This design comes from an exercise in tuning for small area on the open sky130 flow, not from production work. The RTL was checked by simulation tests, not by an equivalence proof against the original design. No activity file was given, so power comes from the tool's default toggle rates.

==> design/flow/design.v <==
module fbw_fsync (
    input  wire        clk,
    input  wire        rst,
    input  wire        rx_valid,
    input  wire [7:0]  rx_data,
    output wire        pkt_valid,
    output wire [15:0] pkt_axisX,
    output wire [15:0] pkt_axisY,
    output wire [7:0]  pkt_button,
    output wire [1:0]  fs_diag
);
    localparam [7:0] SENTINEL = 8'hAA;
    reg [2:0] fill;                      
    reg [7:0] b1, b2, b3, b4, b5;        
    reg [7:0] sum;                       
    wire idle = (fill == 3'd0);
    wire last = (fill == 3'd6);
    wire take = !rst && rx_valid;
    wire ok   = (sum == rx_data);
    assign pkt_axisX  = {b2, b1};
    assign pkt_axisY  = {b4, b3};
    assign pkt_button = b5;
    assign pkt_valid  = take && last && ok;
    assign fs_diag    = {take && last && !ok, take && idle && (rx_data != SENTINEL)};
    always @(posedge clk) begin
        if (rst)
            fill <= 3'd0;
        else if (rx_valid) begin
            if (idle)
                fill <= (rx_data == SENTINEL) ? 3'd1 : 3'd0;
            else if (last)
                fill <= 3'd0;
            else
                fill <= fill + 3'd1;
        end
    end
    always @(posedge clk) begin
        if (rx_valid) begin
            b1 <= b2;
            b2 <= b3;
            b3 <= b4;
            b4 <= b5;
            b5 <= rx_data;
        end
    end
    wire [7:0] sum_n;
    wire       sum_co;
    fbw_add #(.W(8)) u_sum (.a(sum & {8{!idle}}), .b(rx_data & {8{rx_valid && !idle}}), .ci(1'b0),
                            .s(sum_n), .co(sum_co));
    always @(posedge clk)
        sum <= sum_n;
endmodule
module fbw_unpack (
    input  wire        rst,
    input  wire        pl_valid,
    input  wire [7:0]  pl_len,
    input  wire [39:0] pl_data,
    output wire        upk_valid,
    output wire [15:0] upk_axisX,
    output wire [15:0] upk_axisY,
    output wire [7:0]  upk_button,
    output wire [1:0]  pl_diag
);
    localparam [7:0] PAYLOAD_LEN = 8'd5;
    wire take = !rst && pl_valid;
    assign upk_valid  = take && (pl_len == PAYLOAD_LEN);
    assign pl_diag    = (take && (pl_len != PAYLOAD_LEN)) ? 2'd3 : 2'd0;
    assign upk_axisX  = pl_data[15:0];
    assign upk_axisY  = pl_data[31:16];
    assign upk_button = pl_data[39:32];
endmodule
module fbw_add #(
    parameter integer W = 8
) (
    input  wire [W-1:0] a,
    input  wire [W-1:0] b,
    input  wire         ci,
    output wire [W-1:0] s,
    output wire         co
);
    wire [W:0] c;
    assign c[0] = ci;
    genvar i;
    generate
        for (i = 0; i < W; i = i + 1) begin : g_bit
            assign s[i]   = a[i] ^ b[i] ^ c[i];
            assign c[i+1] = (a[i] & b[i]) | (c[i] & (a[i] ^ b[i]));
        end
    endgenerate
    assign co = c[W];
endmodule
module fbw_axmap (
    input  wire [15:0] raw,
    output wire [6:0]  angle
);
    wire s = raw[15];
    wire [17:0] u;
    assign u[1:0] = raw[1:0];
    fbw_add #(.W(15)) u_u (.a({s, raw[15:2]}), .b(raw[14:0]), .ci(1'b0),
                           .s(u[16:2]), .co(u[17]));
    wire [21:0] p;
    assign p[2:0] = u[2:0];
    fbw_add #(.W(18)) u_p (.a({s, s, s, u[17:3]}), .b(u[17:0]), .ci(1'b0),
                           .s(p[20:3]), .co(p[21]));
    wire [6:0] q = p[21:15];
    wire [5:0] ys;
    wire       yc;
    fbw_add #(.W(6)) u_y (.a(p[5:0]), .b(q[5:0]), .ci(!s), .s(ys), .co(yc));
    wire c_pos = (&p[14:6]) & yc;
    wire c_neg = (|p[14:6]) | (yc & (|ys));
    wire c     = s ? c_neg : c_pos;
    wire co_unused;
    fbw_add #(.W(7)) u_a (.a(q), .b(7'd90), .ci(c), .s(angle), .co(co_unused));
endmodule
module fbw_fsafe #(
    parameter integer TRAVEL     = 45,
    parameter integer TIMEOUT_MS = 800
) (
    input  wire        clk,
    input  wire        rst,
    input  wire        pkt_valid,
    input  wire [15:0] pkt_axisX,
    input  wire [15:0] pkt_axisY,
    input  wire        poll,
    input  wire [31:0] now,
    output wire [39:0] servo_angle,
    output wire        servo_upd,
    output wire        failsafe
);
    reg        lk, qf;
    reg [31:0] last_ts;
    reg [6:0]  ax, ay;
    wire [6:0] mx, my;
    fbw_axmap u_mapx (.raw(pkt_axisX), .angle(mx));
    fbw_axmap u_mapy (.raw(pkt_axisY), .angle(my));
    wire [9:0] el;
    wire       nb;       
    fbw_add #(.W(10)) u_el (.a(now[9:0]), .b(~last_ts[9:0]), .ci(1'b1), .s(el), .co(nb));
    wire [31:10] bin = {last_ts[30:10] & ~now[30:10], !nb};
    wire        hi_zero = &(~(now[31:10] ^ last_ts[31:10] ^ bin));
    wire        expired = !hi_zero || (el > 10'd800);
    wire force_n = poll && !pkt_valid && (qf ? lk : expired);
    assign servo_upd = !rst && (pkt_valid || force_n);
    assign failsafe  = rst || (!pkt_valid && (lk || force_n));
    always @(posedge clk) begin
        lk <= failsafe;
        if (rst)
            qf <= 1'b1;
        else if (pkt_valid)
            qf <= !poll;
        else if (poll)
            qf <= qf && lk;
    end
    always @(posedge clk) begin
        if (pkt_valid) begin
            ax <= mx;
            ay <= my;
        end else if (rst || force_n) begin
            ax <= 7'd90;
            ay <= 7'd90;
        end
    end
    always @(posedge clk) begin
        if (pkt_valid)
            last_ts <= now;
    end
    wire [7:0] a0 = {ax[6:3] == 4'd0, ax};
    wire [7:0] a2 = {ay[6:3] == 4'd0, ay};
    assign servo_angle = {a2, a2, a2, 8'd180 - a0, a0};
endmodule
module fbw_lcb (
    input  wire        clk,
    input  wire        rst,
    input  wire        rx_valid,
    input  wire [7:0]  rx_data,
    output wire        pkt_valid,
    output wire [15:0] pkt_axisX,
    output wire [15:0] pkt_axisY,
    output wire [7:0]  pkt_button,
    output wire [1:0]  fs_diag,
    input  wire        pl_valid,
    input  wire [7:0]  pl_len,
    input  wire [39:0] pl_data,
    output wire        upk_valid,
    output wire [15:0] upk_axisX,
    output wire [15:0] upk_axisY,
    output wire [7:0]  upk_button,
    output wire [1:0]  pl_diag,
    input  wire        poll,
    input  wire [31:0] now,
    output wire [39:0] servo_angle,
    output wire        servo_upd,
    output wire        failsafe
);
    fbw_fsync u_fsync (
        .clk(clk), .rst(rst),
        .rx_valid(rx_valid), .rx_data(rx_data),
        .pkt_valid(pkt_valid), .pkt_axisX(pkt_axisX), .pkt_axisY(pkt_axisY),
        .pkt_button(pkt_button), .fs_diag(fs_diag)
    );
    fbw_unpack u_unpack (
        .rst(rst),
        .pl_valid(pl_valid), .pl_len(pl_len), .pl_data(pl_data),
        .upk_valid(upk_valid), .upk_axisX(upk_axisX), .upk_axisY(upk_axisY),
        .upk_button(upk_button), .pl_diag(pl_diag)
    );
    fbw_fsafe #(.TRAVEL(45), .TIMEOUT_MS(800)) u_fsafe (
        .clk(clk), .rst(rst),
        .pkt_valid(upk_valid), .pkt_axisX(upk_axisX), .pkt_axisY(upk_axisY),
        .poll(poll), .now(now),
        .servo_angle(servo_angle), .servo_upd(servo_upd), .failsafe(failsafe)
    );
endmodule
==> design/flow/run.sh <==
#!/bin/bash
# synth_recipe.tcl (not shown) runs the flow's synth.tcl, then flattens the netlist and writes it again
# the make line also repeats each setting of config.mk as NAME=value (left out here)
make -C /OpenROAD-flow-scripts/flow DESIGN_CONFIG=/design/flow/config.mk WORK_HOME=/design/flow/orfs CLKGATE_MAP_FILE= SYNTH_SCRIPT=/design/flow/synth_recipe.tcl finish
==> design/flow/config.mk <==
export PLATFORM = sky130hd
export DESIGN_NAME = fbw_lcb
export DESIGN_NICKNAME = fbw_lcb
export VERILOG_FILES = /design/flow/design.v
export SDC_FILE = /design/flow/constraint.sdc
export NUM_CORES = 4
export LEC_CHECK = 0
export ABC_AREA = 1
export CAP_MARGIN = 20
export CORE_MARGIN = 2
export CORE_UTILIZATION = 40
export SLEW_MARGIN = 20
==> design/flow/constraint.sdc <==
create_clock -name core_clock -period 25.0 [get_ports {clk}]
set_input_delay 5.0000 -clock core_clock [delete_from_list [all_inputs] [get_ports {clk}]]
set_output_delay 5.0000 -clock core_clock [all_outputs]
set_load 0.01 [all_outputs]
==> results of run 1 <==
sequential cells by signal, indices dropped and copies added, names as in the netlist:
signal and flops:
u_fsync.sum 8, u_fsafe.ax 7, u_fsafe.qf 1, u_fsync.b2 8, u_fsync.b5 8, u_fsync.b4 8, u_fsync.fill 3, u_fsafe.ay 7
u_fsafe.lk 1, u_fsync.b3 8, u_fsafe.last_ts 32, u_fsync.b1 8
where the power goes:
group / switching [mW] / internal, mW / total, mW
clock network: 0.0645 / 0.0826 / 0.147
logic: 0.125 / 0.107 / 0.232
registers: 0.00305 / 0.186 / 0.189
layer usage:
layer	global-route usage, %	part of all wire (%)
met1	21.2	45
met2	28.6	50
met3	3.08	4.4
met4	3.37	0.82
met5	0	0
synthesized netlist by cell type, drive strengths merged:
library cell / instances
a211oi: 2
a21boi: 1
a21oi: 6
a221oi: 1
a311oi: 2
buf: 60
dfxtp: 13
edfxtp: 86
fa: 89
ha: 40
inv: 207
nand2: 96
nand3: 14
nand4: 10
nor2: 54
nor3: 8
nor4: 6
o211ai: 1
o21ai: 8
o31ai: 1
xnor2: 4
xor2: 8
area by class of cell:
cell class              count  area [µm²]
inverters                 207         777
clock inverters             6        76.3
repair buffers            206        2050
well taps                 229         287
multi-input cells         351        3370
clock buffers              10         239
fillers                  1645        8500
flip-flops and latches     99        2840
final timing paths:
kind,cells past startpoint,to,slack [ps],from
max reg2reg,24,u_fsafe.ax[1]$_SDFFCE_PN1P_,19830,u_fsafe.last_ts[0]$_DFFE_PP_
max,23,failsafe,9670,now[0]
min,0,u_fsync.b2[7]$_DFFE_PP_,450,u_fsync.b3[7]$_DFFE_PP_
min reg2reg,0,u_fsync.b2[7]$_DFFE_PP_,450,u_fsync.b3[7]$_DFFE_PP_
placed cells by master (no fill, tap or decap), types with 3 or more instances in the layout:
cell type,instances
fa_1,89
nand3_1,13
nor4_1,6
nor2_1,51
nand4_1,9
xnor2_1,4
ha_1,40
inv_6,4
inv_1,204
o21ai_0,6
dfxtp_1,13
edfxtp_1,86
a21oi_1,4
nor3_1,7
clkbuf_16,9
nand2_1,93
inv_2,3
clkdlybuf4s50_1,203
xor2_1,8
cells by family (layout without fill, tap and decap cells):
kind of cell | after synthesis | count (layout) | synth area share (%)
buffers and inverters | 267 | 429 | 16.6
AOI/OAI and AO/OA | 22 | 22 | 2.00
DFF | 99 | 99 | 38.2
and+or+nand+nor | 188 | 188 | 11.2
adders and majority gates | 129 | 129 | 30.6
xor gates and xnor gates | 12 | 12 | 1.41
==> results.txt, run 1 <==
* Final core occ at 53.1%
* Vias in the first global route at 5231
* Die W at 140 µm
* Leak pwr at 4.34 nW
* Root Buffer: clkbuf_16
* Top-level I/O count at 221
* Non-Filler Instances at 1108
* Dpl hpwl at 12600 µm
* TNS Setup at 0 ps
* CTS Hold Bufs at 0
* Initial Utilization at 41.0%
* #FFs+latches synth at 99
* Crit path top cell by count: fa_1
* Crit end category: output pin
* Final hold violations at 0
* Initial antenna violation count at 0
* Post-CTS setup repair buffer count at 0
* Total Power at 568 µW
* DRT iter0 DRCs at 229
* Area grow syn2layout at 29.5%
* Post-route ant nets at 0
* CTS resizes at 0
* Remaining Overflow, GRT at 0
* Worst Clk Skew at 8.43 ps
* Ys Warns at 2
* Fmax achieved at 0.0652 GHz
* Clock transition at path regs at 70 ps
* Synth top area share at 34.7%
* Final Slew Violations at 0
* Minimum clock period at 15330 ps
* CP delay by family, top: adder cells
* Max-Cap Viols at 0
* Post-detailed-routing wire length at 15200 µm
* Clock buffer depth at 2
* Syn Inst Count at 717
* WL/cell at 13.7 µm
* Worst EP arrival at 10330 ps
* CP max-delay cell: clkdlybuf4s50_1
* Area leader, netlist: edfxtp_1
* Clock buffer count from CTS at 9
* Worst-Margin Slew at 673 ps
* Critical-path cell list: clkdlybuf4s50_1, inv_1, ha_1, fa_1, fa_1, fa_1, inv_1, fa_1, inv_1, fa_1, inv_1, fa_1, fa_1, inv_1, fa_1, fa_1, nor2_1, a21boi_0, nand2_1, nand3_1, nand2_4, a21oi_2, clkdlybuf4s50_1
* Die Area at 19700 µm²
* Normalized max-slew margin at 54.7%
* Power Dens Cells at 58.9 nW/µm²
* Avg Vias per Cell at 4.36
* Synth cell types at 33
* Kind of critical path: input port to output pin
* Main area contributors after synthesis: edfxtp_1 (35%), fa_1 (24%), inv_1 (10%)
* Outcome: no timing/DRC/antenna violations
* First-pass GRT wire length at 25600 µm
* Port bufs at 204
* Worst path bufs/invs at 7
* Hold Crit Class: flip-flop to flip-flop
* Sequential cell area fraction in the yosys report at 38.2%
* Vias post-DR at 4832
* Unrepaired setup endpoints after global routing: false
* Ant. Diodes at 0
* Peak VDD IR at 28.2 µV
* Skew-Pair Late Insertion Delay at 340 ps
* Pre-CTS setup slack at 9460 ps
* Layout Cell Area excl Fill at 9640 µm²
* Final setup margin at 9670 ps
* Placed instance area at 9330 µm²
* Post-Place Cells at 1092
* CTS tree: yes
* Worst path required time at 20000 ps
* Ratio of cells with drive above 1 in the final layout at 3.98%
* CORE AREA at 18100 µm²
* Drc violations at 0
* Placer Congestion at 0.835
* Final setup viols at 0
* Final #Nets at 1096
* Initial DRT Pass Iterations at 4
* Fin Hold WS at 446 ps
* GRT Overall Usage at 16.3%
* Syn_area_per_cell at 10.4 µm²
* CP peak stage delay at 580 ps
* Post-Synthesis Cell Area at 7450 µm²
* Pin count of the biggest net entering global routing at 47
* Crit path max fanout at 3
* Site Rows at 49
* CTS sink count at 99
* Max H-tree Level at 3
* Die height at 140 µm
* Final period util at 61.3%
* Startpoint Class: input port
==> inputs of run 2 (changes only) <==
--- a/design/flow/design.v
+++ b/design/flow/design.v
@@ -45,6 +45,8 @@
     end
+    wire [7:0] sa = sum & {8{!idle}};
+    wire [7:0] sb = rx_data & {8{rx_valid && !idle}};
     wire [7:0] sum_n;
-    wire       sum_co;
-    fbw_add #(.W(8)) u_sum (.a(sum & {8{!idle}}), .b(rx_data & {8{rx_valid && !idle}}), .ci(1'b0),
-                            .s(sum_n), .co(sum_co));
+    wire       sc1, sum_co;
+    fbw_ha u_sum0 (.a(sa[0]), .b(sb[0]), .s(sum_n[0]), .co(sc1));
+    fbw_add #(.W(7)) u_sum (.a(sa[7:1]), .b(sb[7:1]), .ci(sc1), .s(sum_n[7:1]), .co(sum_co));
     always @(posedge clk)
@@ -71,2 +73,21 @@
 endmodule
+module fbw_fa (
+    input  wire a,
+    input  wire b,
+    input  wire c,
+    output wire s,
+    output wire co
+);
+    assign s  = a ^ b ^ c;
+    assign co = (a & b) | (c & (a ^ b));
+endmodule
+module fbw_ha (
+    input  wire a,
+    input  wire b,
+    output wire s,
+    output wire co
+);
+    assign s  = a ^ b;
+    assign co = a & b;
+endmodule
 module fbw_add #(
@@ -85,4 +106,3 @@
         for (i = 0; i < W; i = i + 1) begin : g_bit
-            assign s[i]   = a[i] ^ b[i] ^ c[i];
-            assign c[i+1] = (a[i] & b[i]) | (c[i] & (a[i] ^ b[i]));
+            fbw_fa u_fa (.a(a[i]), .b(b[i]), .c(c[i]), .s(s[i]), .co(c[i+1]));
         end
@@ -97,9 +117,13 @@
     wire [17:0] u;
+    wire        uc3;
     assign u[1:0] = raw[1:0];
-    fbw_add #(.W(15)) u_u (.a({s, raw[15:2]}), .b(raw[14:0]), .ci(1'b0),
-                           .s(u[16:2]), .co(u[17]));
+    fbw_ha u_u2 (.a(raw[2]), .b(raw[0]), .s(u[2]), .co(uc3));
+    fbw_add #(.W(14)) u_u (.a({s, raw[15:3]}), .b(raw[14:1]), .ci(uc3),
+                           .s(u[16:3]), .co(u[17]));
     wire [21:0] p;
+    wire        pc4;
     assign p[2:0] = u[2:0];
-    fbw_add #(.W(18)) u_p (.a({s, s, s, u[17:3]}), .b(u[17:0]), .ci(1'b0),
-                           .s(p[20:3]), .co(p[21]));
+    fbw_ha u_p3 (.a(u[3]), .b(u[0]), .s(p[3]), .co(pc4));
+    fbw_add #(.W(17)) u_p (.a({s, s, s, u[17:4]}), .b(u[17:1]), .ci(pc4),
+                           .s(p[20:4]), .co(p[21]));
     wire [6:0] q = p[21:15];
@@ -111,4 +135,3 @@
     wire c     = s ? c_neg : c_pos;
-    wire co_unused;
-    fbw_add #(.W(7)) u_a (.a(q), .b(7'd90), .ci(c), .s(angle), .co(co_unused));
+    assign angle = q + 7'd90 + {6'd0, c};
 endmodule
@@ -135,8 +158,6 @@
     fbw_axmap u_mapy (.raw(pkt_axisY), .angle(my));
-    wire [9:0] el;
-    wire       nb;       
-    fbw_add #(.W(10)) u_el (.a(now[9:0]), .b(~last_ts[9:0]), .ci(1'b1), .s(el), .co(nb));
-    wire [31:10] bin = {last_ts[30:10] & ~now[30:10], !nb};
-    wire        hi_zero = &(~(now[31:10] ^ last_ts[31:10] ^ bin));
-    wire        expired = !hi_zero || (el > 10'd800);
+    wire [31:0] el;
+    wire        el_co;
+    fbw_add #(.W(32)) u_el (.a(now), .b(~last_ts), .ci(1'b1), .s(el), .co(el_co));
+    wire expired = (|el[31:10]) || (el[9:0] > 10'd800);
     wire force_n = poll && !pkt_valid && (qf ? lk : expired);
==> design/flow/flow/run.sh (new file) <==
#!/bin/bash
set -euo pipefail
export BUFFER_PORTS_ARGS="-buffer_cell sky130_fd_sc_hd__buf_1"
bash standard.sh > standard.log 2>&1
==> design/flow/standard.sh (new file) <==
#!/bin/bash
# synth_recipe.tcl (not shown) runs the flow's synth.tcl, then flattens the netlist and writes it again
# the make line also repeats each setting of config.mk as NAME=value (left out here)
make -C /OpenROAD-flow-scripts/flow DESIGN_CONFIG=/design/flow/config.mk WORK_HOME=/design/flow/orfs CLKGATE_MAP_FILE= SYNTH_SCRIPT=/design/flow/synth_recipe.tcl "${@:-finish}"
--- a/design/flow/config.mk
+++ b/design/flow/config.mk
@@ -10,3 +10,6 @@
 export CORE_MARGIN = 2
-export CORE_UTILIZATION = 40
+export CORE_UTILIZATION = 70
+export CTS_BUF_LIST = sky130_fd_sc_hd__clkbuf_8
+export CTS_CLUSTER_SIZE = 10
 export SLEW_MARGIN = 20
+export SYNTH_HIERARCHICAL = 1
removed: design/flow/run.sh
==> run 2 against run 1 <==
Against the previous run:
- clock power down 26%
- via count down 5.7%
- clock skew up 8.3 ps
- total power shrank 5.9%
- non-clock buffer count did not move
- setup slack lost 8600 ps
- synthesized area is 3.8% lower
- critical path depth rose by 21
- maximum frequency shrank 36%
- sequential power hardly changed
==> results.txt, run 2 <==
* Syn Inst Count at 610
* Post-Place Cells at 889
* Die height at 105 µm
* Final hold violations at 0
* Leak pwr at 3.19 nW
* Port bufs at 204
* First-pass GRT wire length at 22300 µm
* CTS resizes at 0
* Worst Clk Skew at 16.7 ps
* Post-synthesis simple-gate area fraction at 11.8%
* HP Start: u_fsync.b4[7]$_DFFE_PP_
* Commonest non-fill, non-tap cell in the layout: buf_1
* Crit path max fanout at 3
* Post-Synthesis Cell Area at 7170 µm²
* Primary FF master, synth: edfxtp_1
* TNS Setup at 0 ps
* Vias in the first global route at 4753
* Final #Nets at 983
* CP max-delay cell: fa_1
* Hold Crit Class: flip-flop to flip-flop
* Final core occ at 79.9%
* Max FFs per register at 32
* Cell with the most instances after synthesis: fa_1
* Die W at 105 µm
* Kind of critical path: input port to output pin
* Post-synthesis async set-or-reset flop share at 0%
* Vias post-DR at 4556
* Crit path top cell by count: fa_1
* CP peak stage delay at 450 ps
* Minimum clock period at 23950 ps
* Post-detailed-routing wire length at 13600 µm
* Initial antenna violation count at 0
* Synth cell count leaders: fa_1 (113), inv_1 (104), nand2_1 (87)
* Fmax achieved at 0.0418 GHz
* Avg Vias per Cell at 5.03
* Final period util at 95.8%
* Area leader, netlist: edfxtp_1
* CORE AREA at 9860 µm²
* Syn_area_per_cell at 11.8 µm²
* Fin Hold WS at 455 ps
* Power Dens Cells at 67.8 nW/µm²
* Worst path required time at 20000 ps
* DRT iter0 DRCs at 244
* Post-Synth Adder-Cell Area at 33.3%
* WL/cell at 15.0 µm
* Worst EP arrival at 18950 ps
* Final Slew Violations at 0
* Initial Utilization at 72.7%
* Dpl hpwl at 11400 µm
* Max-Cap Viols at 0
* CTS sink count at 99
* Post-synth EDFFs at 86
* Pin count of the biggest net entering global routing at 44
* Skew-Pair Late Insertion Delay at 370 ps
* Die Area at 11100 µm²
* Sequential cell area fraction in the yosys report at 39.7%
* Post-route ant nets at 0
* Largest family of logic cells by synthesized area: adder cells
* Synth top area share at 36.0%
* Drc violations at 0
* Remaining Overflow, GRT at 0
* Non-Filler Instances at 905
* Compound-gate portion of the synthesized area at 1.43%
* Crit end category: output pin
* Critical Path Start: now[0]
* Outcome: no timing/DRC/antenna violations
* Ys Warns at 8
* Initial DRT Pass Iterations at 4
* Root Buffer: clkbuf_8
* GRT Overall Usage at 25.9%
* Worst-Margin Slew at 1060 ps
* #FFs+latches synth at 99
* Clock buffer count from CTS at 9
* Mux cell area share after synthesis at 0%
* CTS tree: yes
* Top reg by flops: u_fsafe.last_ts
* Clock buffer depth at 2
* Placer Congestion at 0.826
* Commonest non-fill, non-tap cells in the layout: buf_1 (203), fa_1 (113), inv_1 (104), nand2_1 (87), edfxtp_1 (86)
* Top-level I/O count at 221
* Final setup viols at 0
* Post-CTS setup repair buffer count at 0
* Post-synthesis share of cell area spent on xor and xnor gates at 1.80%
* Peak VDD IR at 38.8 µV
* Normalized max-slew margin at 29.0%
* Main area contributors after synthesis: edfxtp_1 (36%), fa_1 (32%), buf_4 (6.2%)
* Area grow syn2layout at 10.0%
* Startpoint Class: input port
* Unrepaired setup endpoints after global routing: false
* Max H-tree Level at 3
* Clock transition at path regs at 100 ps
* Synth cell types at 31
* CTS Hold Bufs at 0
* Ant. Diodes at 0
* Site Rows at 36
* Ratio of cells with drive above 1 in the final layout at 5.05%
* RR Startpoint: u_fsafe.last_ts[0]$_DFFE_PP_
run 2: changes by cell type after synthesis, moves of 4 or more:
cell / change
nor2_1: +13
nor4_1: -4
inv_1: -100
or2_1: +9
fa_1: +24
nand4_1: -6
o21ai_0: -6
ha_1: -30
nand2_1: -6
run 2: power breakdown:
group,switching (mW),internal (mW),total [mW]
Sequential,0.00299,0.185,0.188
Clock,0.0599,0.0490,0.109
Combinational,0.135,0.102,0.237
Total,0.198,0.336,0.534
run 2: logic make-up after synthesis:
| kind of cell | count (synthesis) |
|---|---|
| DFF | 99 |
| other | 1 |
| xor gates and xnor gates | 13 |
| adders and majority gates | 123 |
| AOI/OAI and AO/OA | 15 |
| buffers and inverters | 166 |
| and+or+nand+nor | 193 |
run 2: Yosys stat by module, one instance, submodules excluded, excerpt:
module	cell area (µm²)	cells
fbw_fsync	1810	141
fbw_unpack	363	54
fbw_axmap	250	49
fbw_fa	20.0	1
fbw_ha	12.5	1
run 2: worst paths after layout:
check / end / slack, ps / cells after the start
min reg2reg: u_fsync.b3[7]$_DFFE_PP_ / 450 / 0
max reg2reg: u_fsafe.ax[3]$_SDFFCE_PN1P_ / 10160 / 41
max: failsafe / 1050 / 44
min: u_fsync.b3[7]$_DFFE_PP_ / 450 / 0
run 2: metrics by stage:
| step | total power, mW | instance area [µm²] | worst slack (ps) |
|---|---|---|---|
| floorplan | 0.379 | 7170 | 2130 |
| global placement | 0.414 | 7670 | 1620 |
| detailed placement | 0.430 | 7670 | 1200 |
| CTS | 0.539 | 7890 | 1120 |
| global route | 0.580 | 7890 | 634 |
| finish | 0.534 | 7890 | 1050 |
run 2: final cells by class:
cell class | count | area (µm²)
Multi-Input combinational cell | 345 | 3470
Sequential cell | 99 | 2840
Fill cell | 624 | 1980
Timing Repair Buffer | 206 | 782
Inverter | 106 | 405
Tap cell | 133 | 166
Clock buffer | 9 | 124
Clock inverter | 7 | 93.8
run 2: critical path, delay by kind of cell:
family | cells | cell delay (ps)
buf+inv | 3 | 310
fa+ha+maj | 32 | 12930
simple gates | 9 | 650
run 2: per-layer routing:
layer | vias up | GRT usage, % | part of all wire [%]
met5 | - | 0 | 0
met4 | 0 | 8.76 | 1.9
met2 | 180 | 47.5 | 55
met1 | 2219 | 31.2 | 38
met3 | 20 | 3.81 | 6.0
li1 | 2137 | - | -
==> inputs of run 3 (changes only) <==
--- a/design/flow/design.v
+++ b/design/flow/design.v
@@ -158,6 +158,10 @@
     fbw_axmap u_mapy (.raw(pkt_axisY), .angle(my));
-    wire [31:0] el;
-    wire        el_co;
-    fbw_add #(.W(32)) u_el (.a(now), .b(~last_ts), .ci(1'b1), .s(el), .co(el_co));
-    wire expired = (|el[31:10]) || (el[9:0] > 10'd800);
+    wire [9:0]  el;
+    wire        el_nb;       
+    wire [21:0] eh;
+    wire        eh_co;
+    fbw_add #(.W(10)) u_el (.a(now[9:0]), .b(~last_ts[9:0]), .ci(1'b1), .s(el), .co(el_nb));
+    fbw_add #(.W(22)) u_eh (.a(now[31:10]), .b(~last_ts[31:10]), .ci(1'b1), .s(eh), .co(eh_co));
+    wire hi_zero = !(|eh[21:1]) && (eh[0] ^ el_nb);
+    wire expired = !hi_zero || (el > 10'd800);
     wire force_n = poll && !pkt_valid && (qf ? lk : expired);
==> run 3 against run 2 <==
Against the previous run:
- synthesized area barely moved
- critical endpoint unchanged
- global-route usage fell by 0.55 points
- sequential power barely moved
- design area barely moved
==> results.txt, run 3 <==
* Outcome: no timing/DRC/antenna violations
* Most Crowded Layer GR: met2
* Drc violations at 0
* CP delay by family, top: adder cells
* Number of fill cells in the layout at 637
* WL/cell at 14.3 µm
* Sequential cell area fraction in the yosys report at 39.6%
* CTS tree: yes
* Worst Clk Skew at 12.3 ps
* Minimum clock period at 19670 ps
* Peak VDD IR at 41.1 µV
* Hold Crit Class: flip-flop to flip-flop
* Post-synth EDFFs at 86
* Die W at 105 µm
* Post-route ant nets at 0
* Die height at 105 µm
* R2R cell count at 29
* Worst path required time at 20000 ps
* Unrepaired setup endpoints after global routing: false
* Met3 global-route usage at 3.15%
* Worst path bufs/invs at 2
* Initial DRT Pass Iterations at 4
* Ant. Diodes at 0
* Placed instance area at 7670 µm²
* Max-Cap Viols at 0
* Met2 GRT Util at 46.0%
* Final setup viols at 0
* CTS sink count at 99
* Kind of critical path: input port to output pin
* Final period util at 78.7%
* Post-Synthesis Cell Area at 7170 µm²
* Synth top area share at 36.0%
* Max H-tree Level at 3
* Area grow syn2layout at 10.1%
* Placer Congestion at 0.846
* Critical path depth in cells at 32
* Final Slew Violations at 0
* Post-synthesis async set-or-reset flop share at 0%
* CP max-delay cell: fa_1
* Top-level I/O count at 221
* Clock transition at path regs at 100 ps
* Layout Cell Area excl Fill at 7890 µm²
* Remaining Overflow, GRT at 0
* Avg Vias per Cell at 5.05
* Final setup margin at 5330 ps
* Max FFs per register at 32
* Clock buffer depth at 2
* Fmax achieved at 0.0508 GHz
* Vias in the first global route at 4863
* Port bufs at 204
* Top reg by flops: u_fsafe.last_ts
* Main area contributors after synthesis: edfxtp_1 (36%), fa_1 (32%), buf_4 (6.2%)
* DRT iter0 DRCs at 234
* Post-Place Cells at 890
* Dpl hpwl at 10700 µm
* Ys Warns at 8
* Met1 Usage GRT at 31.1%
* Crit path max fanout at 3
* Synth cell types at 33
* GRT Overall Usage at 25.3%
* Skew-Pair Late Insertion Delay at 370 ps
* Synth cell count leaders: fa_1 (113), inv_1 (101), nand2_1 (87)
* First-pass GRT wire length at 22000 µm
* Total Power at 535 µW
* Startpoint Class: input port
* Syn Inst Count at 610
* Clock buffer count from CTS at 9
* Final #Nets at 984
* CTS Hold Bufs at 0
* Pin count of the biggest net entering global routing at 44
* Primary FF master, synth: edfxtp_1
* Root Buffer: clkbuf_8
* Initial antenna violation count at 0
* #FFs+latches synth at 99
* Site Rows at 36
* Post-CTS setup repair buffer count at 0
* Leak pwr at 3.19 nW
* CP peak stage delay at 440 ps
* Commonest non-fill, non-tap cell in the layout: buf_1
* CORE AREA at 9860 µm²
* CTS resizes at 0
* Post-detailed-routing wire length at 13000 µm
* Syn_area_per_cell at 11.8 µm²
* Ratio of cells with drive above 1 in the final layout at 4.92%
* Worst-Margin Slew at 710 ps
* Final hold violations at 0
* Worst EP arrival at 14670 ps
* Cell with the most instances after synthesis: fa_1
* Hold depth at 0
* Pre-CTS setup slack at 5370 ps
* Vias post-DR at 4572
* Normalized max-slew margin at 52.5%
* Non-Filler Instances at 906
* Power Dens Cells at 67.7 nW/µm²
* Die Area at 11100 µm²
* Initial Utilization at 72.7%
* Commonest non-fill, non-tap cells in the layout: buf_1 (203), fa_1 (113), inv_1 (101), nand2_1 (87), edfxtp_1 (86)
* Area leader, netlist: edfxtp_1
* TNS Setup at 0 ps
* Crit end category: output pin
* Crit path top cell by count: fa_1
-- run 3: cell count changes after synthesis, sizes merged --
cell	delta
inv	-3
and2	+2
a21oi	-1
nor2	+1
or2	+1
-- run 3: final timing paths --
path                                       from                           to  slack [ps]
setup / recovery                        now[10]                     failsafe        5330
hold / removal          u_fsync.b2[5]$_DFFE_PP_      u_fsync.b1[5]$_DFFE_PP_         460
setup reg to reg  u_fsafe.last_ts[10]$_DFFE_PP_  u_fsafe.ax[0]$_SDFFCE_PN0P_       14420
hold reg to reg         u_fsync.b2[5]$_DFFE_PP_      u_fsync.b1[5]$_DFFE_PP_         460
-- run 3: cell type report --
cell class,count,area [µm²],share of cell area (%)
Sequential cell,99,2840,36.0
Timing Repair Buffer,206,782,9.91
Inverter,103,392,4.96
Clock inverter,7,92.6,1.17
Multi-Input combinational cell,349,3490,44.3
Clock buffer,9,124,1.57
Tap cell,133,166,2.11
-- run 3: logic make-up after synthesis --
family	after synthesis	synth area share, %
adders and majority gates	123	33.3
buffers and inverters	163	11.8
DFF	99	39.6
xor gates and xnor gates	13	1.80
other	1	0.0523
AOI/OAI and AO/OA	14	1.26
and+or+nand+nor	197	12.2
-- run 3: through the flow --
| stage | hold WS (ps) | util, % |
|---|---|---|
| 6_report | 460 | 80.0 |
| 5_1_grt | 460 | 80.0 |
| 4_1_cts | 461 | 80.0 |
| 3_5_place_dp | 438 | 77.8 |
| 3_3_place_gp | 426 | 77.8 |
| 2_1_floorplan | 482 | - |
-- run 3: routing by layer --
layer	up-vias	wire length, µm	part of all wire (%)
met4	0	255	2.0
met2	175	6970	54
met1	2232	5010	39
met5	-	0	0
met3	25	715	5.5
li1	2140	-	-
-- run 3: modules after synthesis (local to each module, per instance), a selection --
module | cells inside | copies in the design | flops+latches
fbw_fsync | 141 | 1 | 51
fbw_unpack | 54 | 1 | 0
fbw_axmap | 49 | 2 | 0
fbw_fa | 1 | 113 | 0
fbw_ha | 1 | 5 | 0
-- run 3: report_power, final --
part | total (mW) | switching (mW) | internal, mW
logic | 0.236 | 0.134 | 0.102
clock network | 0.110 | 0.0611 | 0.0491
registers | 0.188 | 0.00280 | 0.185
total | 0.535 | 0.198 | 0.337
==> inputs of run 4 (changes only) <==
--- a/design/flow/config.mk
+++ b/design/flow/config.mk
@@ -7,3 +7,2 @@
 export LEC_CHECK = 0
-export ABC_AREA = 1
 export CAP_MARGIN = 20
==> run 4 against run 3 <==
Against the previous run:
- still clean
- worst hold slack got worse by 9.8 ps
- via count down 10%
- wire length is 3.1% lower
- synthesized area is 4.1% lower
- critical path depth decreased by 4
- sequential cell count stayed put
- register-to-register slack worse by 250 ps
- synthesized cell count shrank 22%
- die area down 4.0%
==> results.txt, run 4 <==
* Final #Nets at 848
* Switching Share at 34.6%
* Crit path max fanout at 2
* Clock buffer count from CTS at 9
* Startpoint Class: input port
* Kind of critical path: input port to output pin
* Leak pwr at 2.75 nW
* Reg area at 2840 µm²
* Die W at 103 µm
* Post-detailed-routing wire length at 12600 µm
* Hold Crit Class: flip-flop to flip-flop
* Skew-Pair Late Insertion Delay at 360 ps
* Synth top area share at 37.6%
* Psw at 171 µW
* Combinational Power Share at 44.0%
* CTS Hold Bufs at 0
* Sequential cell area fraction in the yosys report at 41.4%
* Post-CTS setup repair buffer count at 0
* Clk pwr share at 18.3%
* Clock buffer depth at 2
* Initial antenna violation count at 0
* Unrepaired setup endpoints after global routing: false
* Commonest non-fill, non-tap cell in the layout: buf_1
* CTS sink count at 99
* DRT iter0 DRCs at 162
* Post-synthesis async set-or-reset flop share at 0%
* Ratio of cells with drive above 1 in the final layout at 5.49%
* Minimum clock period at 19850 ps
* Outcome: no timing/DRC/antenna violations
* Remaining Overflow, GRT at 0
* #FFs+latches synth at 99
* Root Buffer: clkbuf_8
* Normalized max-slew margin at 53.5%
* Final Slew Violations at 0
* Clock transition at path regs at 80 ps
* Drc violations at 0
* Syn Inst Count at 476
* Port bufs at 204
* Max FFs per register at 32
* Die Area at 10600 µm²
* Post-Synthesis Cell Area at 6870 µm²
* Top reg by flops: u_fsafe.last_ts
* Synth cell count leaders: fa_1 (113), edfxtp_1 (86), buf_4 (58)
* Vias post-DR at 4095
* Site Rows at 36
* TNS Setup at 0 ps
* Pin count of the biggest net entering global routing at 55
* Pint at 324 µW
* Cell with the most instances after synthesis: fa_1
* Initial Utilization at 71.3%
* Ant. Diodes at 0
* Worst EP arrival at 14850 ps
* CTS resizes at 0
* Top-level I/O count at 221
* Area leader, netlist: edfxtp_1
* Max-Cap Viols at 0
* Number of fill cells in the layout at 615
* Final setup viols at 0
* Worst-Margin Slew at 695 ps
* Avg Vias per Cell at 5.32
* Multi-input gate area at 3420 µm²
* Crit end category: output pin
* Main area contributors after synthesis: edfxtp_1 (38%), fa_1 (33%), buf_4 (6.3%)
* Post-synth EDFFs at 86
* Commonest non-fill, non-tap cells in the layout: buf_1 (203), fa_1 (113), edfxtp_1 (86), inv_1 (47)
* Worst path required time at 20000 ps
* GRT Overall Usage at 24.3%
* Ys Warns at 8
* Placer Congestion at 0.840
* Vias in the first global route at 4184
* Area grow syn2layout at 9.81%
* Worst Clk Skew at 11.0 ps
* Fmax achieved at 0.0504 GHz
* Synth cell types at 50
* Final period util at 79.4%
* Peak VDD IR at 47.6 µV
* Fin Hold WS at 450 ps
* Final hold violations at 0
* Initial DRT Pass Iterations at 4
* CORE AREA at 9640 µm²
* Syn_area_per_cell at 14.4 µm²
* Primary FF master, synth: edfxtp_1
* Post-route ant nets at 0
* Die height at 103 µm
* Dpl hpwl at 10500 µm
* Power Dens Cells at 65.7 nW/µm²
* First-pass GRT wire length at 19500 µm
* WL/cell at 16.3 µm
* Flop pwr share at 37.7%
* Max H-tree Level at 3
* CTS tree: yes
[run 4: cell types whose count changed after synthesis, moves of 6 or more]
cell and delta:
nand2_1 -80, inv_1 -57, nor2_1 -49, and2_1 +12
nand2b_1 +9, nand3_1 -9, or2_1 -9, xor2_1 +8
and3_2 +6
[run 4: final timing paths]
kind                                               startpoint                          end  slack, ps  depth (start not counted)
worst max register to register  u_fsafe.last_ts[10]$_DFFE_PP_  u_fsafe.ax[2]$_SDFFCE_PN0P_      14170                         27
worst min-delay path                  u_fsync.b2[6]$_DFFE_PP_      u_fsync.b1[6]$_DFFE_PP_        450                          0
worst min register to register        u_fsync.b2[6]$_DFFE_PP_      u_fsync.b1[6]$_DFFE_PP_        450                          0
worst max-delay path                                  now[10]                    servo_upd       5150                         28
[run 4: power by group through the flow]
stage               clock, mW  combinational (mW)  sequential (mW)
finish                 0.0907               0.218            0.187
global route           0.0974               0.249            0.188
CTS                    0.0914               0.221            0.187
detailed placement          0               0.220            0.191
global placement            0               0.205            0.190
floorplan                   0               0.168            0.193
[run 4: Yosys stat by module (local to each module, per instance), excerpt]
module | flops+latches | copies in the design
fbw_fsync | 51 | 1
fbw_fa | 0 | 113
fbw_unpack | 0 | 1
fbw_axmap | 0 | 2
fbw_ha | 0 | 5
[run 4: logic make-up after synthesis]
group	count (synthesis)	share of synthesized area [%]
AO/OA/AOI/OAI	27	3.11
XOR/XNOR	24	3.06
adder cells (fa/ha/maj)	123	34.7
buffers and inverters	106	8.97
flip-flops	99	41.4
other	1	0.0546
AND/OR/NAND/NOR	96	8.72
[run 4: per-stage QoR]
stage          total power [mW]  setup slack [ps]  utilization, %  cells  area (µm²)
4_1_cts                   0.499              5190            78.3    770        7550
5_1_grt                   0.535              4700            78.3    770        7550
6_report                  0.496              5150            78.3    770        7550
3_5_place_dp              0.411              5210            76.5    754        7380
2_1_floorplan             0.361              5880               -    477        6880
3_3_place_gp              0.396              5400            76.5    754        7380
[run 4: layer usage]
metal	vias up	part of all wire [%]	global-route usage, %
met5	-	0	0
met3	22	6.7	3.80
li1	1867	-	-
met1	2036	38	31.1
met4	0	2.5	8.00
met2	170	52	43.0
[run 4: area by class of cell]
cell class	instances	share of cell area, %
clock buffers	10	1.82
well taps	133	2.20
multi-input cells	272	45.3
flip-flops and latches	99	37.7
inverters	44	2.19
repair buffers	206	10.4
clock inverters	6	0.464
[run 4: worst max-delay path: stages]
cell,delay [ps]
buf_1,100
fa_1,450
fa_1,400
fa_1,390
fa_1,400
fa_1,400
fa_1,390
fa_1,380
fa_1,390
fa_1,380
fa_1,400
fa_1,410
fa_1,410
fa_1,420
fa_1,400
fa_1,400
fa_1,410
fa_1,410
fa_1,390
fa_1,390
fa_1,400
fa_1,400
fa_1,440
nor3_1,140
nand3_1,140
o311ai_2,340
a21oi_1,120
buf_1,150
==> inputs of run 5 (changes only) <==
==> design/flow/flow/run.sh (replaced) <==
#!/bin/bash
set -euo pipefail
export BUFFER_PORTS_ARGS="-buffer_cell sky130_fd_sc_hd__buf_1"
export CTS_ARGS="-sink_clustering_enable -repair_clock_nets -dont_use_dummy_load -buf_list sky130_fd_sc_hd__clkbuf_8"
bash standard.sh > standard.log 2>&1
==> run 5 against run 4 <==
Against the previous run:
- setup slack improved by 25 ps
- die area did not move
- combinational power barely moved
- synthesized area did not move
- clock skew rose by 6.0 ps
- wire length fell by 0.12%
- first-iteration DRC count fell by 22%
- utilization fell by 0.51 points
- via count fell by 0.59%
- sequential share of layout area rose by 0.25 points
==> results.txt, run 5 <==
* Post-synthesis simple-gate area fraction at 8.72%
* Post-Synth Adder-Cell Area at 34.7%
* Post-synthesis share of cell area spent on xor and xnor gates at 3.06%
* Outcome: no timing/DRC/antenna violations
* Ys Warns at 8
* Site Rows at 36
* Minimum clock period at 19830 ps
* Vias in the first global route at 4149
* Initial antenna violation count at 0
* Main area contributors after synthesis: edfxtp_1 (38%), fa_1 (33%), buf_4 (6.3%)
* Worst Clk Skew at 17.0 ps
* Post-route ant nets at 0
* Power Dens Cells at 64.6 nW/µm²
* Root Buffer: clkbuf_8
* Port bufs at 204
* Final hold violations at 0
* Final period util at 79.3%
* Compound-gate portion of the synthesized area at 3.11%
* Worst-Margin Slew at 684 ps
* Skew-Pair Late Insertion Delay at 360 ps
* Number of fill cells in the layout at 623
* Die W at 103 µm
* Dpl hpwl at 10500 µm
* Final #Nets at 848
* Crit path max fanout at 2
* CTS sink count at 99
* Clock buffer depth at 2
* Startpoint Class: input port
* Top-level I/O count at 221
* Drc violations at 0
* Fmax achieved at 0.0504 GHz
* Cell with the most instances after synthesis: fa_1
* Post-synthesis async set-or-reset flop share at 0%
* Syn_area_per_cell at 14.4 µm²
* DRT iter0 DRCs at 126
* Total Power at 484 µW
* Post-Synthesis Cell Area at 6870 µm²
* Unrepaired setup endpoints after global routing: false
* Die Area at 10600 µm²
* Syn Inst Count at 476
* Ant. Diodes at 0
* Remaining Overflow, GRT at 0
* Clock transition at path regs at 80 ps
* Primary FF master, synth: edfxtp_1
* Ratio of cells with drive above 1 in the final layout at 4.92%
* Placer Congestion at 0.840
* Worst path required time at 20000 ps
* First-pass GRT wire length at 19400 µm
* Kind of critical path: input port to output pin
* Crit end category: output pin
* Max-Cap Viols at 0
* Final setup viols at 0
* CORE AREA at 9640 µm²
* CTS Hold Bufs at 0
* Vias post-DR at 4071
* TNS Setup at 0 ps
* Max FFs per register at 32
* CTS tree: yes
* CTS resizes at 0
* Die height at 103 µm
* Synth cell types at 50
* Post-CTS setup repair buffer count at 0
* Pin count of the biggest net entering global routing at 55
* Worst EP arrival at 14830 ps
* Initial DRT Pass Iterations at 5
* Post-detailed-routing wire length at 12500 µm
* Normalized max-slew margin at 54.2%
* Commonest non-fill, non-tap cells in the layout: buf_1 (203), fa_1 (113), edfxtp_1 (86), inv_1 (44)
* Post-synth EDFFs at 86
* Commonest non-fill, non-tap cell in the layout: buf_1
* Sequential cell area fraction in the yosys report at 41.4%
* Area grow syn2layout at 9.10%
* Hold Crit Class: flip-flop to flip-flop
* Fin Hold WS at 450 ps
* Synth top area share at 37.6%
* Area leader, netlist: edfxtp_1
* Mux cell area share after synthesis at 0%
* Leak pwr at 2.72 nW
* Initial Utilization at 71.3%
* WL/cell at 16.4 µm
* Synth cell count leaders: fa_1 (113), edfxtp_1 (86), buf_4 (58)
* GRT Overall Usage at 24.4%
* Largest family of logic cells by synthesized area: adder cells
* Clock buffer count from CTS at 9
* Top reg by flops: u_fsafe.last_ts
* Final Slew Violations at 0
* Avg Vias per Cell at 5.34
* Max H-tree Level at 3
* Peak VDD IR at 47.6 µV
* #FFs+latches synth at 99
==> run 5: cell count changes in the layout (fill, tap and decap cells not counted), sizes merged <==
cell / delta
inv: -3
clkinvlp: -2
clkbuf: -1
clkinv: -1
==> run 5: cells by family after synthesis <==
kind of cell	after synthesis
other cells	1
buf+inv	106
flops	99
compound gates	27
simple gates	96
fa+ha+maj	123
xor+xnor	24
==> run 5: per-layer routing <==
layer | part of all wire [%] | vias to the layer above | GRT usage (%)
met4 | 2.5 | 0 | 9.21
met1 | 39 | 2023 | 31.3
li1 | - | 1860 | -
met2 | 52 | 164 | 42.6
met5 | 0 | - | 0
met3 | 6.2 | 24 | 3.73
==> run 5: path summary, 6_finish.rpt <==
kind / slack (ps) / endpoint / startpoint / cells after the start
worst min-delay path: 450 / u_fsync.b1[6]$_DFFE_PP_ / u_fsync.b2[6]$_DFFE_PP_ / 0
worst max register to register: 14210 / u_fsafe.ay[2]$_SDFFCE_PN0P_ / u_fsafe.last_ts[10]$_DFFE_PP_ / 27
worst max-delay path: 5170 / servo_upd / now[10] / 28
worst min register to register: 450 / u_fsync.b1[6]$_DFFE_PP_ / u_fsync.b2[6]$_DFFE_PP_ / 0
==> run 5: report_power, final <==
group	internal (mW)	switching (mW)	leakage, nW	total [mW]
registers	0.185	0.00239	0.909	0.187
clock network	0.0323	0.0468	0.0647	0.0791
logic	0.102	0.117	1.75	0.218
total	0.319	0.166	2.72	0.484
==> run 5: final cells by class <==
| type | count | area, µm² | area share (%) |
|---|---|---|---|
| Tap cell | 133 | 166 | 2.22 |
| Timing Repair Buffer | 206 | 782 | 10.4 |
| Inverter | 44 | 165 | 2.20 |
| Sequential cell | 99 | 2840 | 37.9 |
| Clock buffer | 9 | 124 | 1.65 |
| Multi-Input combinational cell | 272 | 3420 | 45.6 |
==> run 5: Yosys stat by module (local to each module, per instance), a selection <==
module | area (µm²) | copies in the design | cells | flops+latches
fbw_axmap | 186 | 2 | 27 | 0
fbw_fa | 20.0 | 113 | 1 | 0
fbw_fsync | 1750 | 1 | 100 | 51
fbw_ha | 12.5 | 5 | 1 | 0
fbw_unpack | 358 | 1 | 46 | 0
==> run 5: worst max-delay path: stages <==
cell,delay [ps]
buf_1,100
fa_1,450
fa_1,390
fa_1,390
fa_1,400
fa_1,400
fa_1,390
fa_1,380
fa_1,390
fa_1,390
fa_1,400
fa_1,410
fa_1,410
fa_1,420
fa_1,400
fa_1,390
fa_1,400
fa_1,410
fa_1,400
fa_1,390
fa_1,400
fa_1,400
fa_1,440
nor3_1,140
nand3_1,140
o311ai_2,340
a21oi_1,120
buf_1,150
==> run 5: metrics by stage <==
stage	util [%]	cells	instance area, µm²	worst slack, ps
5_1_grt	77.8	763	7500	4700
3_3_place_gp	76.5	754	7380	5400
4_1_cts	77.8	763	7500	5190
2_1_floorplan	-	477	6880	5880
3_5_place_dp	76.5	754	7380	5210
6_report	77.8	763	7500	5170
==> inputs of run 6 (changes only) <==
==> design/flow/flow/run.sh (replaced) <==
#!/bin/bash
set -euo pipefail
export BUFFER_PORTS_ARGS="-buffer_cell sky130_fd_sc_hd__buf_1"
bash standard.sh > standard.log 2>&1
--- a/design/flow/config.mk
+++ b/design/flow/config.mk
@@ -9,5 +9,4 @@
 export CORE_MARGIN = 2
-export CORE_UTILIZATION = 70
-export CTS_BUF_LIST = sky130_fd_sc_hd__clkbuf_8
-export CTS_CLUSTER_SIZE = 10
+export CORE_UTILIZATION = 80
+export CTS_BUF_LIST = sky130_fd_sc_hd__clkbuf_4 sky130_fd_sc_hd__clkbuf_8
 export SLEW_MARGIN = 20
==> run 6 against run 5 <==
Against the previous run:
- utilization up 14 points
- non-clock buffer count stayed put
- total power grew 11%
- synthesized area unchanged
- global-route usage is 11 points higher
- register-to-register slack lost 270 ps
- via count is 9.7% higher
- highest routed layer unchanged
- sequential cell count is the same
- largest cell class unchanged
- first-iteration DRC count grew 110%
- clock skew hardly changed
==> results.txt, run 6 <==
* Final setup margin at 4950 ps
* TNS Setup at 0 ps
* CP delay by family, top: adder cells
* Crit end category: output pin
* Cell with the most instances after synthesis: fa_1
* Initial Utilization at 83.2%
* Leak pwr at 2.76 nW
* Root Buffer: clkbuf_8
* Syn_area_per_cell at 14.4 µm²
* Synth cell types at 50
* Worst-Margin Slew at 720 ps
* Ys Warns at 8
* Power Dens Cells at 71.4 nW/µm²
* WL/cell at 21.2 µm
* Sequential cell area fraction in the yosys report at 41.4%
* Hold Crit Class: flip-flop to flip-flop
* Synth top area share at 37.6%
* Max H-tree Level at 3
* Syn Inst Count at 476
* Post-CTS setup repair buffer count at 0
* Commonest non-fill, non-tap cell in the layout: buf_1
* Ratio of cells with drive above 1 in the final layout at 5.97%
* Worst EP arrival at 15050 ps
* Startpoint Class: input port
* Pint at 334 µW
* Die W at 96.7 µm
* Max-Cap Viols at 0
* DRT iter0 DRCs at 268
* Vias post-DR at 4467
* Initial antenna violation count at 0
* GRT Overall Usage at 35.4%
* Primary FF master, synth: edfxtp_1
* Clock transition at path regs at 110 ps
* Fin Hold WS at 450 ps
* Top-level I/O count at 221
* Final hold violations at 0
* Non-Filler Instances at 742
* Switching Share at 38.2%
* Avg Vias per Cell at 6.02
* Crit path max fanout at 2
* CTS tree: yes
* CTS sink count at 99
* CTS resizes at 0
* Pre-CTS setup slack at 5100 ps
* Post-Synthesis Cell Area at 6870 µm²
* Clock buffer depth at 2
* Area leader, netlist: edfxtp_1
* Post-synthesis async set-or-reset flop share at 0%
* Worst path required time at 20000 ps
* Drc violations at 0
* Main area contributors after synthesis: edfxtp_1 (38%), fa_1 (33%), buf_4 (6.3%)
* Worst Clk Skew at 17.0 ps
* Placer Congestion at 0.880
* Clk pwr share at 19.8%
* Initial DRT Pass Iterations at 5
* Peak VDD IR at 46.6 µV
* Die height at 96.7 µm
* Clock buffer count from CTS at 9
* Normalized max-slew margin at 51.9%
* Vias in the first global route at 4975
* Port bufs at 204
* Die Area at 9350 µm²
* Final Slew Violations at 0
* Top reg by flops: u_fsafe.last_ts
* CP max-delay cell: fa_1
* Commonest non-fill, non-tap cells in the layout: buf_1 (203), fa_1 (113), edfxtp_1 (86), inv_1 (44)
* Max FFs per register at 32
* Crit path top cell by count: fa_1
* Remaining Overflow, GRT at 0
* Final setup viols at 0
* Post-detailed-routing wire length at 15800 µm
* Final core occ at 91.5%
* Synth cell count leaders: fa_1 (113), edfxtp_1 (86), buf_4 (58)
* Flop pwr share at 34.7%
* Area grow syn2layout at 9.92%
* Site Rows at 33
* Unrepaired setup endpoints after global routing: false
* Fmax achieved at 0.0499 GHz
* Kind of critical path: input port to output pin
* #FFs+latches synth at 99
* Post-synth EDFFs at 86
* Combinational Power Share at 45.5%
* Minimum clock period at 20050 ps
* Dpl hpwl at 12400 µm
* CP peak stage delay at 450 ps
* Pin count of the biggest net entering global routing at 55
* Ant. Diodes at 0
* First-pass GRT wire length at 25300 µm
* Post-route ant nets at 0
* Final period util at 80.2%
* Post-Place Cells at 726
* Final #Nets at 848
* Outcome: no timing/DRC/antenna violations
* Psw at 206 µW
* Skew-Pair Late Insertion Delay at 380 ps
* Number of fill cells in the layout at 304
* Worst path bufs/invs at 2
* CORE AREA at 8260 µm²
* CTS Hold Bufs at 0
[run 6: cell count changes in the layout (fill, tap and decap cells not counted), sizes merged]
cell    change
clkinv      +4
inv         +3
[run 6: final cells by class]
class | count | area, µm² | area share, %
well taps | 105 | 131 | 1.74
clock inverters | 7 | 91.3 | 1.21
multi-input cells | 272 | 3420 | 45.3
flip-flops and latches | 99 | 2840 | 37.6
clock buffers | 9 | 124 | 1.64
repair buffers | 206 | 782 | 10.3
inverters | 44 | 165 | 2.19
[run 6: Yosys stat by module (local to each module, per instance), a selection]
module,cell area [µm²],copies in the design
fbw_axmap,186,2
fbw_fa,20.0,113
fbw_fsync,1750,1
fbw_ha,12.5,5
fbw_unpack,358,1
[run 6: worst paths after layout]
path | start | end | slack (ps) | cells past startpoint
max | now[10] | servo_upd | 4950 | 28
min | u_fsync.b5[3]$_DFFE_PP_ | u_fsync.b4[3]$_DFFE_PP_ | 450 | 0
max reg2reg | u_fsafe.last_ts[10]$_DFFE_PP_ | u_fsafe.ax[4]$_SDFFCE_PN1P_ | 13940 | 27
min reg2reg | u_fsync.b5[3]$_DFFE_PP_ | u_fsync.b4[3]$_DFFE_PP_ | 450 | 0
[run 6: metal layers]
layer  GRT usage (%)  routed length, µm  vias to the layer above
met5               0                  0                        -
met4            15.5                619                        0
met3            8.24               1410                       60
met2            62.2               8570                      304
met1            42.0               5150                     2244
li1                -                  -                     1859
[run 6: power groups by stage]
stage	logic (mW)	registers, mW	clock network (mW)
floorplan	0.168	0.193	0
global placement	0.205	0.191	0
detailed placement	0.234	0.191	0
CTS	0.241	0.188	0.106
global route	0.267	0.188	0.114
finish	0.246	0.188	0.107
[run 6: cell families (layout without fill, tap and decap cells)]
kind of cell             Yosys count  in the layout  share of synthesized area (%)
AND/OR/NAND/NOR                   96             96                           8.72
AO/OA/AOI/OAI                     27             27                           3.11
buffers and inverters            106            266                           8.97
other                              1              2                         0.0546
flip-flops                        99             99                           41.4
XOR/XNOR                          24             24                           3.06
adder cells (fa/ha/maj)          123            123                           34.7
[run 6: stage by stage]
step	area (µm²)	total power [mW]
after CTS	7560	0.535
after detailed placement	7340	0.425
after floorplan	6880	0.361
final	7560	0.540
after global placement	7340	0.395
after global routing	7560	0.569
==> inputs of run 7 (changes only) <==
--- a/design/flow/design.v
+++ b/design/flow/design.v
@@ -111,28 +111,2 @@
 endmodule
-module fbw_axmap (
-    input  wire [15:0] raw,
-    output wire [6:0]  angle
-);
-    wire s = raw[15];
-    wire [17:0] u;
-    wire        uc3;
-    assign u[1:0] = raw[1:0];
-    fbw_ha u_u2 (.a(raw[2]), .b(raw[0]), .s(u[2]), .co(uc3));
-    fbw_add #(.W(14)) u_u (.a({s, raw[15:3]}), .b(raw[14:1]), .ci(uc3),
-                           .s(u[16:3]), .co(u[17]));
-    wire [21:0] p;
-    wire        pc4;
-    assign p[2:0] = u[2:0];
-    fbw_ha u_p3 (.a(u[3]), .b(u[0]), .s(p[3]), .co(pc4));
-    fbw_add #(.W(17)) u_p (.a({s, s, s, u[17:4]}), .b(u[17:1]), .ci(pc4),
-                           .s(p[20:4]), .co(p[21]));
-    wire [6:0] q = p[21:15];
-    wire [5:0] ys;
-    wire       yc;
-    fbw_add #(.W(6)) u_y (.a(p[5:0]), .b(q[5:0]), .ci(!s), .s(ys), .co(yc));
-    wire c_pos = (&p[14:6]) & yc;
-    wire c_neg = (|p[14:6]) | (yc & (|ys));
-    wire c     = s ? c_neg : c_pos;
-    assign angle = q + 7'd90 + {6'd0, c};
-endmodule
 module fbw_fsafe #(
@@ -156,4 +130,35 @@
     wire [6:0] mx, my;
-    fbw_axmap u_mapx (.raw(pkt_axisX), .angle(mx));
-    fbw_axmap u_mapy (.raw(pkt_axisY), .angle(my));
+    genvar k;
+    generate
+        for (k = 0; k < 2; k = k + 1) begin : g_map
+            wire [15:0] raw = k ? pkt_axisY : pkt_axisX;
+            wire [6:0]  angle;
+        wire s = raw[15];
+        wire [17:0] u;
+        wire        uc3;
+        assign u[1:0] = raw[1:0];
+        fbw_ha u_u2 (.a(raw[2]), .b(raw[0]), .s(u[2]), .co(uc3));
+        fbw_add #(.W(14)) u_u (.a({s, raw[15:3]}), .b(raw[14:1]), .ci(uc3),
+                               .s(u[16:3]), .co(u[17]));
+        wire [21:0] p;
+        wire        pc4;
+        assign p[2:0] = u[2:0];
+        fbw_ha u_p3 (.a(u[3]), .b(u[0]), .s(p[3]), .co(pc4));
+        fbw_add #(.W(17)) u_p (.a({s, s, s, u[17:4]}), .b(u[17:1]), .ci(pc4),
+                               .s(p[20:4]), .co(p[21]));
+        wire [6:0] q = p[21:15];
+        wire [5:0] ys;
+        wire       yc;
+        fbw_add #(.W(6)) u_y (.a(p[5:0]), .b(q[5:0]), .ci(!s), .s(ys), .co(yc));
+        wire c_pos = (&p[14:6]) & yc;
+        wire c_neg = (|p[14:6]) | (yc & (|ys));
+        wire c     = s ? c_neg : c_pos;
+        assign angle = q + 7'd90 + {6'd0, c};
+            if (k) begin : g_y
+                assign my = angle;
+            end else begin : g_x
+                assign mx = angle;
+            end
+        end
+    endgenerate
     wire [9:0]  el;
==> design/flow/flow/run.sh (replaced) <==
#!/bin/bash
set -euo pipefail
export BUFFER_PORTS_ARGS="-buffer_cell sky130_fd_sc_hd__buf_1"
export CTS_ARGS="-sink_clustering_enable -repair_clock_nets -dont_use_dummy_load -buf_list sky130_fd_sc_hd__clkbuf_8"
bash standard.sh > standard.log 2>&1
--- a/design/flow/config.mk
+++ b/design/flow/config.mk
@@ -9,4 +9,3 @@
 export CORE_MARGIN = 2
-export CORE_UTILIZATION = 80
-export CTS_BUF_LIST = sky130_fd_sc_hd__clkbuf_4 sky130_fd_sc_hd__clkbuf_8
+export CORE_UTILIZATION = 70
 export SLEW_MARGIN = 20
==> run 7 against run 6 <==
Against the previous run:
- still clean
- synthesized area decreased by 0.27%
- worst hold slack about the same
- critical path depth unchanged
- global-route usage decreased by 10 points
- non-clock buffer count unchanged
- synthesized cell count increased by 0.63%
- register-to-register slack improved by 190 ps
==> results.txt, run 7 <==
* Primary FF master, synth: edfxtp_1
* Final setup margin at 5060 ps
* R2R cell count at 27
* Post-synth EDFFs at 86
* Leak pwr at 2.70 nW
* Final #Nets at 850
* CP endpoint: servo_upd
* Placed instance area at 7350 µm²
* Startpoint Class: input port
* Top reg by flops: u_fsafe.last_ts
* HP Start: u_fsync.b5[3]$_DFFE_PP_
* Worst-Margin Slew at 707 ps
* Die W at 103 µm
* Peak VDD IR at 38.8 µV
* R2r setup slk at 14130 ps
* Switching Share at 34.8%
* TNS Setup at 0 ps
* Outcome: no timing/DRC/antenna violations
* CTS Hold Bufs at 0
* Syn_area_per_cell at 14.3 µm²
* Syn Inst Count at 479
* Synth cell types at 47
* Area leader, netlist: edfxtp_1
* Max FFs per register at 32
* Power Dens Cells at 64.3 nW/µm²
* Initial Utilization at 71.1%
* Kind of critical path: input port to output pin
* Ant. Diodes at 0
* Synth top area share at 37.7%
* Final core occ at 77.6%
* Dpl hpwl at 10600 µm
* Commonest non-fill, non-tap cell in the layout: buf_1
* Final period util at 79.7%
* Worst path required time at 20000 ps
* Final setup viols at 0
* Sequential cell area fraction in the yosys report at 41.5%
* Reg area at 2840 µm²
* Clock transition at path regs at 90 ps
* Cell with the most instances after synthesis: fa_1
* Post-synthesis async set-or-reset flop share at 0%
* Skew-Pair Late Insertion Delay at 360 ps
* Max-Cap Viols at 0
* Site Rows at 36
* Post-route ant nets at 0
* Number of fill cells in the layout at 647
* CORE AREA at 9640 µm²
* CTS resizes at 0
* Pint at 313 µW
* Root Buffer: clkbuf_8
* Combinational Power Share at 44.9%
* Max H-tree Level at 3
* Ys Warns at 8
* Psw at 167 µW
* Normalized max-slew margin at 52.7%
* Clk pwr share at 16.1%
* Clock buffer count from CTS at 9
* Synth cell count leaders: fa_1 (113), edfxtp_1 (86), buf_4 (58)
* Multi-input gate area at 3400 µm²
* Fmax achieved at 0.0502 GHz
* Worst EP arrival at 14940 ps
* Vias in the first global route at 4129
* RR Startpoint: u_fsafe.last_ts[10]$_DFFE_PP_
* DRT iter0 DRCs at 144
* Minimum clock period at 19940 ps
* Unrepaired setup endpoints after global routing: false
* Avg Vias per Cell at 5.40
* Vias post-DR at 4129
* Post-detailed-routing wire length at 12800 µm
* Drc violations at 0
* Main area contributors after synthesis: edfxtp_1 (38%), fa_1 (33%), buf_4 (6.4%)
* Die height at 103 µm
* Pin count of the biggest net entering global routing at 55
* Commonest non-fill, non-tap cells in the layout: buf_1 (203), fa_1 (113), edfxtp_1 (86), inv_1 (43)
* Post-Synthesis Cell Area at 6860 µm²
* Final hold violations at 0
* CTS tree: yes
* Post-CTS setup repair buffer count at 0
* Placer Congestion at 0.779
* Die Area at 10600 µm²
* Clock buffer depth at 2
* Initial DRT Pass Iterations at 4
* Port bufs at 204
* Pre-CTS setup slack at 5100 ps
* Ratio of cells with drive above 1 in the final layout at 5.06%
* Worst Clk Skew at 25.1 ps
* Critical Path Start: now[10]
* Remaining Overflow, GRT at 0
* Top-level I/O count at 221
* GRT Overall Usage at 25.1%
* Initial antenna violation count at 0
* Area grow syn2layout at 9.05%
* Flop pwr share at 38.9%
* Hold Crit Class: flip-flop to flip-flop
* Final Slew Violations at 0
* First-pass GRT wire length at 19900 µm
* Crit path max fanout at 2
* Crit end category: output pin
* FF-to-FF End: u_fsafe.ax[5]$_SDFFCE_PN0P_
* #FFs+latches synth at 99
* CTS sink count at 99
* Layout Cell Area excl Fill at 7480 µm²
* WL/cell at 16.7 µm
run 7: changes by cell type in the layout (fill, tap and decap cells not counted), moves of 4 or more:
| cell | before | now |
|---|---|---|
| and2_1 | 14 | 10 |
| nand2b_1 | 9 | 5 |
| nor2_1 | 14 | 10 |
| nand2_1 | 7 | 13 |
| clkinv_8 | 4 | 0 |
| xor2_1 | 13 | 5 |
run 7: Yosys stat by module, one instance, submodules excluded, excerpt:
module | cells | times used | cell area [µm²] | flops+latches
fbw_fa | 1 | 113 | 20.0 | 0
fbw_ha | 1 | 5 | 12.5 | 0
fbw_unpack | 46 | 1 | 358 | 0
fbw_fsync | 100 | 1 | 1750 | 51
run 7: worst min path at each step:
stage,to,cells past startpoint
finish,u_fsync.b4[3]$_DFFE_PP_,0
CTS,u_fsync.b2[4]$_DFFE_PP_,0
global route,u_fsync.b3[0]$_DFFE_PP_,0
detailed placement,u_fsync.b2[5]$_DFFE_PP_,0
floorplan,u_fsync.fill[2]$_SDFFE_PP0P_,2
global placement,u_fsync.b3[5]$_DFFE_PP_,0
run 7: power groups by stage:
| stage | sequential [mW] | combinational, mW | clock (mW) |
|---|---|---|---|
| after detailed placement | 0.191 | 0.215 | 0 |
| after global routing | 0.188 | 0.247 | 0.0858 |
| after global placement | 0.191 | 0.199 | 0 |
| after CTS | 0.187 | 0.217 | 0.0800 |
| after floorplan | 0.193 | 0.162 | 0 |
| final | 0.187 | 0.216 | 0.0776 |
run 7: cells by family (layout without fill, tap and decap cells):
family | Yosys count | count (layout) | synth area share, %
fa+ha+maj | 123 | 123 | 34.8
buf+inv | 106 | 258 | 9.02
simple gates | 101 | 101 | 9.20
flops | 99 | 99 | 41.5
compound gates | 31 | 31 | 3.14
xor+xnor | 18 | 18 | 2.30
other cells | 1 | 2 | 0.0547
run 7: cell type report:
cell class | count | share of cell area [%]
multi-input combinational | 275 | 45.5
sequential | 99 | 38.0
timing repair buffer | 206 | 10.5
tap | 133 | 2.23
inverter | 43 | 2.16
clock buffer | 9 | 1.66
run 7: critical path, cell delays in order:
cell and delay, ps:
buf_1 110, fa_1 470, fa_1 400, fa_1 400, fa_1 400, fa_1 420
fa_1 410, fa_1 430, fa_1 440, fa_1 400, fa_1 390, fa_1 400
fa_1 400, fa_1 400, fa_1 420, fa_1 390, fa_1 400, fa_1 410
fa_1 390, fa_1 390, fa_1 400, fa_1 410, fa_1 430, nor3_1 190
nand3_1 120, o31ai_2 230, a21oi_1 100, buf_1 170
run 7: metrics by stage:
step / hold WS, ps / std cells / power, mW
after floorplan: 471 / 480 / 0.355
after global placement: 428 / 756 / 0.390
after detailed placement: 434 / 756 / 0.406
after CTS: 450 / 765 / 0.484
after global routing: 458 / 765 / 0.521
final: 449 / 765 / 0.481
run 7: metal layers:
| metal | GRT usage (%) | vias up | share of wire, % |
|---|---|---|---|
| li1 | - | 1873 | - |
| met1 | 33.6 | 2069 | 40 |
| met2 | 42.6 | 159 | 52 |
| met3 | 4.81 | 28 | 5.9 |
| met4 | 7.49 | 0 | 2.2 |
| met5 | 0 | - | 0 |

-- re-timing with driven ports --
No port has a modelled driver above. Below, the same layouts with a new extraction and two added sets of constraints. Step 1 (the two cells are an assumption about what drives the block):
set clk [get_ports {clk}]
set_driving_cell -lib_cell sky130_fd_sc_hd__clkbuf_16 $clk
set_driving_cell -lib_cell sky130_fd_sc_hd__buf_2 [delete_from_list [all_inputs] $clk]
Step 2 times the ports against the registers' clock, not the clock port: input delays grow and output delays shrink by t, the midpoint of the rising clock arrivals with the driver on. Slacks: no drivers / after step 1 / after step 2; pairs: no drivers / after step 1.
run | t, ns | slack for setup (ns) | cell pins on the clock port's net
run 1 | 0.379 | 9.672 / 9.643 / 9.487 | 1
run 2 | 0.391 | 1.053 / 1.033 / 1.033 | 1
run 3 | 0.401 | 5.334 / 5.312 / 5.312 | 1
run 4 | 0.383 | 5.145 / 5.116 / 5.116 | 1
run 5 | 0.384 | 5.170 / 5.141 / 5.141 | 1
run 6 | 0.403 | 4.948 / 4.928 / 4.928 | 1
run 7 | 0.376 | 5.063 / 5.035 / 5.035 | 1
After both steps setup and hold are still met in every run listed. The setup slack of run 1, which loses most, moves by -0.029 ns with the drivers and by -0.185 ns with both steps.
